From an optimization exercise on the open Yosys and OpenROAD flow, aimed at a short achievable clock period and few clock cycles; shortcuts taken in it are not production practice. Only simulation tests tie the RTL to the original design; equivalence was not proved.

==> raven: inputs <==
==> flow/design.v <==
module xbee_rx_engine (
    input  wire        clk,
    input  wire        rst,
    input  wire [7:0]  in_data,
    input  wire        in_valid,
    output wire        in_ready,
    input  wire        eos,           
    output wire [7:0]  out_data,
    output wire        out_valid,
    input  wire        out_ready,
    output wire        out_last,
    output wire [2:0]  out_route,
    output wire        done,
    output wire [15:0] frames,
    output wire [15:0] noise_bytes,
    output wire [15:0] bad_cksum,
    output wire [15:0] truncated,
    output wire [15:0] too_long
);
    localparam [7:0] DELIM = 8'h7E;
    localparam integer H   = 64;      
    localparam integer NS  = H + 1;   
    localparam [2:0] R_RX      = 3'd0;
    localparam [2:0] R_AT_RESP = 3'd1;
    localparam [2:0] R_TX_STAT = 3'd2;
    localparam [2:0] R_RAT_RSP = 3'd3;
    localparam [2:0] R_UNKNOWN = 3'd4;
    localparam [2:0] R_BAD_LEN = 3'd5;
    reg  rst_r;
    always @(posedge clk) rst_r <= rst;
    wire rst_any = rst | rst_r;
    reg        ir;          
    reg  [7:0] in_reg;
    reg        in_v;        
    reg        eos_r;
    reg        dadv;        
    reg  [6:0] dcnt;        
    wire adv = in_v | dadv;
    always @(posedge clk) begin
        in_reg <= in_data;
        eos_r  <= eos & ~rst_any;
        in_v   <= in_valid & ir & ~rst_any;
    end
    reg  [7:0] dat [0:NS-1];
    reg        vld [0:NS-1];
    reg        pnd [4:NS-1];    
    reg        okk [4:NS-1];    
    reg        bad [4:NS-1];    
    reg        trn [4:NS-1];    
    reg        tln [4:NS-1];    
    reg  [5:0] len [4:NS-1];
    reg  [7:0] tgt [4:NS-1];    
    reg  [2:0] rte [4:NS-1];
    reg  [7:0] s0;    
    reg  [7:0] s1;    
    wire        d3     = vld[3] && dat[3] == DELIM;
    wire [15:0] l3     = {dat[2], dat[1]};
    wire        long3  = (dat[2] != 8'd0) || (dat[1] > 8'd60);
    wire        zero3  = (dat[1] == 8'd0);
    wire [7:0]  typ3   = dat[0];
    reg  [2:0]  rt3;
    always @(*) begin
        if (zero3)
            rt3 = R_UNKNOWN;
        else case (typ3)
            8'h90:   rt3 = (dat[1] >= 8'd12) ? R_RX      : R_BAD_LEN;
            8'h88:   rt3 = (dat[1] >= 8'd5)  ? R_AT_RESP : R_BAD_LEN;
            8'h8B:   rt3 = (dat[1] == 8'd7)  ? R_TX_STAT : R_BAD_LEN;
            8'h97:   rt3 = (dat[1] >= 8'd15) ? R_RAT_RSP : R_BAD_LEN;
            default: rt3 = R_UNKNOWN;
        endcase
    end
    integer k;
    always @(posedge clk) begin
        if (adv) begin
            dat[0] <= in_reg;
            for (k = 1; k < NS; k = k + 1)
                dat[k] <= dat[k-1];
            len[4] <= dat[1][5:0];
            tgt[4] <= s1 - 8'd1;
            rte[4] <= rt3;
            pnd[4] <= d3 && vld[0] && !long3 && !zero3;
            okk[4] <= d3 && vld[0] && !long3 && zero3 && dat[0] == 8'hFF;
            bad[4] <= d3 && vld[0] && !long3 && zero3 && dat[0] != 8'hFF;
            trn[4] <= d3 && !vld[0];
            tln[4] <= d3 && vld[0] && long3;
            for (k = 4; k < H; k = k + 1) begin
                len[k+1] <= len[k];
                tgt[k+1] <= tgt[k];
                rte[k+1] <= rte[k];
                tln[k+1] <= tln[k];
                pnd[k+1] <= pnd[k] && vld[0] && (len[k] != k - 3);
                okk[k+1] <= okk[k] || (pnd[k] && vld[0] && (len[k] == k - 3) && s0 == tgt[k]);
                bad[k+1] <= bad[k] || (pnd[k] && vld[0] && (len[k] == k - 3) && s0 != tgt[k]);
                trn[k+1] <= trn[k] || (pnd[k] && !vld[0]);
            end
        end
    end
    always @(posedge clk) begin
        if (rst_r) begin
            for (k = 0; k < NS; k = k + 1)
                vld[k] <= 1'b0;
            s0 <= 8'd0;
            s1 <= 8'd0;
        end else if (adv) begin
            vld[0] <= in_v;
            for (k = 1; k < NS; k = k + 1)
                vld[k] <= vld[k-1];
            s1 <= s0;
            if (in_v)
                s0 <= s0 + in_reg;
        end
    end
    reg  [5:0]  skip;       
    reg  [2:0]  route;
    reg  [15:0] frames_r;
    reg  [15:0] noise_r;
    reg  [15:0] badck_r;
    reg  [15:0] trunc_r;
    reg  [15:0] toolong_r;
    wire       hd    = adv && vld[H];
    wire       in_fr = (skip != 6'd0);
    wire       wr    = hd && in_fr && (skip != 6'd1);    
    wire [11:0] wbeat = {route, (skip == 6'd2), dat[H]};
    always @(posedge clk) begin
        if (rst_r) begin
            skip      <= 6'd0;
            route     <= R_UNKNOWN;
            frames_r  <= 16'd0;
            noise_r   <= 16'd0;
            badck_r   <= 16'd0;
            trunc_r   <= 16'd0;
            toolong_r <= 16'd0;
        end else if (hd) begin
            if (in_fr) begin
                skip <= skip - 6'd1;
            end else if (okk[H]) begin
                skip     <= len[H] + 6'd3;
                route    <= rte[H];
                frames_r <= frames_r + 16'd1;
            end else begin
                noise_r <= noise_r + 16'd1;
                if (bad[H]) badck_r   <= badck_r + 16'd1;
                if (trn[H]) trunc_r   <= trunc_r + 16'd1;
                if (tln[H]) toolong_r <= toolong_r + 16'd1;
            end
        end
    end
    reg  [11:0] fmem [0:15];
    reg  [3:0]  fwp;
    reg  [3:0]  frp;
    reg  [4:0]  fcnt;
    reg         ov;
    reg  [11:0] obeat;
    wire        oload = !ov || out_ready;
    wire        fne   = (fcnt != 5'd0);
    wire        take  = oload && fne;
    always @(posedge clk) begin
        if (wr)
            fmem[fwp] <= wbeat;
    end
    always @(posedge clk) begin
        if (oload)
            obeat <= fmem[frp];
    end
    always @(posedge clk) begin
        if (rst_any) begin
            ov <= 1'b0;
        end else if (oload) begin
            ov <= fne;
        end
    end
    always @(posedge clk) begin
        if (rst_r) begin
            fwp  <= 4'd0;
            frp  <= 4'd0;
            fcnt <= 5'd0;
        end else begin
            if (wr)
                fwp <= fwp + 4'd1;
            if (take)
                frp <= frp + 4'd1;
            fcnt <= fcnt + {4'd0, wr} - {4'd0, take};
        end
    end
    reg  done_r;
    wire [6:0] dcnt_nx = dcnt - {6'd0, dadv};
    always @(posedge clk) begin
        if (rst_any) begin
            ir     <= 1'b0;
            done_r <= 1'b0;
        end else begin
            ir     <= (fcnt < 5'd8);
            done_r <= done_r || (eos_r && dcnt == 7'd0 && !fne && (!ov || out_ready));
        end
    end
    always @(posedge clk) begin
        if (rst_r) begin
            dcnt <= NS[6:0];
            dadv <= 1'b0;
        end else begin
            dcnt <= dcnt_nx;
            dadv <= eos_r && (dcnt_nx != 7'd0) && (fcnt < 5'd8);
        end
    end
    assign in_ready  = ir;
    assign out_valid = ov;
    assign out_data  = obeat[7:0];
    assign out_last  = obeat[8];
    assign out_route = obeat[11:9];
    assign done        = done_r;
    assign frames      = frames_r;
    assign noise_bytes = noise_r;
    assign bad_cksum   = badck_r;
    assign truncated   = trunc_r;
    assign too_long    = toolong_r;
endmodule
==> flow/run.sh <==
#!/bin/bash
# synth_recipe.tcl (not shown) runs the flow's synth.tcl, then flattens the netlist and writes it again
# the make line also repeats each setting of config.mk as NAME=value (left out here)
make -C /OpenROAD-flow-scripts/flow DESIGN_CONFIG=/design/flow/config.mk WORK_HOME=/design/flow/orfs CLKGATE_MAP_FILE= SYNTH_SCRIPT=/design/flow/synth_recipe.tcl finish
==> flow/config.mk <==
export PLATFORM = sky130hd
export DESIGN_NAME = xbee_rx_engine
export DESIGN_NICKNAME = xbee_rx_engine
export VERILOG_FILES = /design/flow/design.v
export SDC_FILE = /design/flow/constraint.sdc
export NUM_CORES = 4
export LEC_CHECK = 0
export CAP_MARGIN = 20
export CORE_MARGIN = 2
export CORE_UTILIZATION = 40
export SLEW_MARGIN = 20
==> flow/constraint.sdc <==
create_clock -name core_clock -period 10.0 [get_ports {clk}]
set_input_delay 2.0000 -clock core_clock [delete_from_list [all_inputs] [get_ports {clk}]]
set_output_delay 2.0000 -clock core_clock [all_outputs]
set_load 0.01 [all_outputs]
==> inputs of amber, as changes to raven <==
==> flow/design.v, changed modules only <==
module xbee_rx_engine (
    input  wire        clk,
    input  wire        rst,
    input  wire [7:0]  in_data,
    input  wire        in_valid,
    output wire        in_ready,
    input  wire        eos,           
    output wire [7:0]  out_data,
    output wire        out_valid,
    input  wire        out_ready,
    output wire        out_last,
    output wire [2:0]  out_route,
    output wire        done,
    output wire [15:0] frames,
    output wire [15:0] noise_bytes,
    output wire [15:0] bad_cksum,
    output wire [15:0] truncated,
    output wire [15:0] too_long
);
    localparam [7:0] DELIM = 8'h7E;
    localparam integer H   = 65;      
    localparam integer NS  = H + 1;   
    localparam integer NSUM = 62;     
    localparam [2:0] R_RX      = 3'd0;
    localparam [2:0] R_AT_RESP = 3'd1;
    localparam [2:0] R_TX_STAT = 3'd2;
    localparam [2:0] R_RAT_RSP = 3'd3;
    localparam [2:0] R_UNKNOWN = 3'd4;
    localparam [2:0] R_BAD_LEN = 3'd5;
    reg  rst_r;
    always @(posedge clk) rst_r <= rst;
    wire rst_any = rst | rst_r;
    reg        ir;          
    reg  [7:0] in_reg;
    reg        in_v;        
    reg        eos_r;
    reg        dadv;        
    reg  [6:0] dcnt;        
    wire adv = in_v | dadv;
    always @(posedge clk) begin
        in_reg <= in_data;
        eos_r  <= eos & ~rst_any;
        in_v   <= in_valid & ir & ~rst_any;
    end
    reg  [7:0] dat [0:NS-1];
    reg        vld [0:NS-1];
    reg  [7:0] sum [0:NSUM-1];    
    integer k;
    always @(posedge clk) begin
        if (adv) begin
            dat[0] <= in_reg;
            for (k = 1; k < NS; k = k + 1)
                dat[k] <= dat[k-1];
            for (k = 1; k < NSUM; k = k + 1)
                sum[k] <= sum[k-1];
        end
    end
    always @(posedge clk) begin
        if (rst_r)
            sum[0] <= 8'd0;
        else if (in_v)
            sum[0] <= sum[0] + in_reg;
    end
    always @(posedge clk) begin
        if (rst_r) begin
            for (k = 0; k < NS; k = k + 1)
                vld[k] <= 1'b0;
        end else if (adv) begin
            vld[0] <= in_v;
            for (k = 1; k < NS; k = k + 1)
                vld[k] <= vld[k-1];
        end
    end
    reg  [60:0] oh63;
    reg        isd64, no464, lng64, sv64;
    reg  [7:0] ss64, tgt64;
    reg  [5:0] len64;
    reg  [2:0] rte64;
    reg        ok65, bad65, trn65, tln65;
    reg  [5:0] len65;
    reg  [2:0] rte65;
    reg  [2:0] rt63;
    always @(*) begin
        if (dat[61] == 8'd0)
            rt63 = R_UNKNOWN;
        else case (dat[60])
            8'h90:   rt63 = (dat[61] >= 8'd12) ? R_RX      : R_BAD_LEN;
            8'h88:   rt63 = (dat[61] >= 8'd5)  ? R_AT_RESP : R_BAD_LEN;
            8'h8B:   rt63 = (dat[61] == 8'd7)  ? R_TX_STAT : R_BAD_LEN;
            8'h97:   rt63 = (dat[61] >= 8'd15) ? R_RAT_RSP : R_BAD_LEN;
            default: rt63 = R_UNKNOWN;
        endcase
    end
    reg  [7:0] ss_sel;
    reg        sv_sel;
    always @(*) begin
        ss_sel = 8'd0;
        sv_sel = 1'b0;
        for (k = 0; k <= 60; k = k + 1) begin
            ss_sel = ss_sel | ({8{oh63[k]}} & sum[60-k]);
            sv_sel = sv_sel | (oh63[k] & vld[60-k]);
        end
    end
    always @(posedge clk) begin
        if (adv) begin
            for (k = 0; k <= 60; k = k + 1)
                oh63[k] <= (dat[60] == k);
            isd64 <= vld[63] && dat[63] == DELIM;
            no464 <= !vld[60];
            lng64 <= (dat[62] != 8'd0) || (dat[61] > 8'd60);
            ss64  <= ss_sel;
            sv64  <= sv_sel;
            tgt64 <= sum[61] - 8'd1;
            len64 <= dat[61][5:0];
            rte64 <= rt63;
            ok65  <= isd64 && !no464 && !lng64 && sv64 && ss64 == tgt64;
            bad65 <= isd64 && !no464 && !lng64 && sv64 && ss64 != tgt64;
            trn65 <= isd64 && (no464 || (!lng64 && !sv64));
            tln65 <= isd64 && !no464 && lng64;
            len65 <= len64;
            rte65 <= rte64;
        end
    end
    reg  [5:0]  skip;       
    reg  [2:0]  route;
    reg  [15:0] frames_r;
    reg  [15:0] noise_r;
    reg  [15:0] badck_r;
    reg  [15:0] trunc_r;
    reg  [15:0] toolong_r;
    wire        hd    = adv && vld[H];
    wire        in_fr = (skip != 6'd0);
    wire        wr    = hd && in_fr && (skip != 6'd1);    
    wire [11:0] wbeat = {route, (skip == 6'd2), dat[H]};
    always @(posedge clk) begin
        if (rst_r) begin
            skip      <= 6'd0;
            route     <= R_UNKNOWN;
            frames_r  <= 16'd0;
            noise_r   <= 16'd0;
            badck_r   <= 16'd0;
            trunc_r   <= 16'd0;
            toolong_r <= 16'd0;
        end else if (hd) begin
            if (in_fr) begin
                skip <= skip - 6'd1;
            end else if (ok65) begin
                skip     <= len65 + 6'd3;
                route    <= rte65;
                frames_r <= frames_r + 16'd1;
            end else begin
                noise_r <= noise_r + 16'd1;
                if (bad65) badck_r   <= badck_r + 16'd1;
                if (trn65) trunc_r   <= trunc_r + 16'd1;
                if (tln65) toolong_r <= toolong_r + 16'd1;
            end
        end
    end
    reg  [11:0] fmem [0:7];
    reg  [2:0]  fwp;
    reg  [2:0]  frp;
    reg  [3:0]  fcnt;
    reg         ov;
    reg  [11:0] obeat;
    wire        oload = !ov || out_ready;
    wire        fne   = (fcnt != 4'd0);
    wire        take  = oload && fne;
    always @(posedge clk) begin
        if (wr)
            fmem[fwp] <= wbeat;
    end
    always @(posedge clk) begin
        if (oload)
            obeat <= fmem[frp];
    end
    always @(posedge clk) begin
        if (rst_any) begin
            ov <= 1'b0;
        end else if (oload) begin
            ov <= fne;
        end
    end
    always @(posedge clk) begin
        if (rst_r) begin
            fwp  <= 3'd0;
            frp  <= 3'd0;
            fcnt <= 4'd0;
        end else begin
            if (wr)
                fwp <= fwp + 3'd1;
            if (take)
                frp <= frp + 3'd1;
            fcnt <= fcnt + {3'd0, wr} - {3'd0, take};
        end
    end
    reg  done_r;
    wire [6:0] dcnt_nx = dcnt - {6'd0, dadv};
    always @(posedge clk) begin
        if (rst_any) begin
            ir     <= 1'b0;
            done_r <= 1'b0;
        end else begin
            ir     <= (fcnt < 4'd4);
            done_r <= done_r || (eos_r && dcnt == 7'd0 && !fne && (!ov || out_ready));
        end
    end
    always @(posedge clk) begin
        if (rst_r) begin
            dcnt <= NS[6:0];
            dadv <= 1'b0;
        end else begin
            dcnt <= dcnt_nx;
            dadv <= eos_r && (dcnt_nx != 7'd0) && (fcnt < 4'd4);
        end
    end
    assign in_ready  = ir;
    assign out_valid = ov;
    assign out_data  = obeat[7:0];
    assign out_last  = obeat[8];
    assign out_route = obeat[11:9];
    assign done        = done_r;
    assign frames      = frames_r;
    assign noise_bytes = noise_r;
    assign bad_cksum   = badck_r;
    assign truncated   = trunc_r;
    assign too_long    = toolong_r;
endmodule
==> comparison table <==
metric	raven	amber
Outcome	finished clean	finished clean
CP max stage delay	0.75 ns	0.78 ns
Worst reg-to-reg path cell count	6	5
Total number of placement rows	153	128
Number of buffers and inverters on the critical path	5	4
Die Area	179000 sq um	126000 sq um
Via count	34.7k	26.2k
Share of the core filled with cells in the final layout	0.460	0.466
Sequential cell area	54900 sq um	40400 sq um
Synth Area in Adders	0.00608	0.00792
Overall track demand over capacity in global routing	0.138	0.178
Hold Path Sink	rte[46][0]	dat[57][2]
Worst-case headroom to the max-slew limit	0.292	0.178
Post-Route M1 WL	57.1 mm	47.1 mm
Tap cell count	2325	1625
Met2 routed WL	60.1 mm	51.2 mm
Number of distinct library cells after synthesis	67	61
Number of flip-flops and latches	1896	1410
Share of cell area taken by multi-input logic gates	0.184	0.145
Testbench counts of raven, summed over its fixed seeds: cycles 65,994.
Testbench counts of amber, summed over its fixed seeds: cycles 66,002.

[static timing again, ports no longer ideal]
The flow's constraints put no driver on any port. The routed layouts listed below were extracted and timed again, unchanged, in two steps.
Step 1, drivers: a clkbuf_16 drives clk and a buf_2 each remaining input, both assumed.
Step 2 also shifts input and output timing later by t, the mid clock arrival at the registers, as if the neighbouring blocks saw the same clock.
a / b / c = ideal / step 1 / step 2; a / b = the first two.
| run | shift t [ns] | setup slack, ns | pins driven straight from the clock port |
|---|---|---|---|
| raven | 0.879 | 5.706 / 5.706 / 5.409 | 1 |
| amber | 0.804 | 5.940 / 5.940 / 5.256 | 1 |
After both steps setup and hold are still met in every run listed. For amber, which loses most, drivers alone change the setup slack by 0.000 ns; drivers and shift together by -0.684 ns.
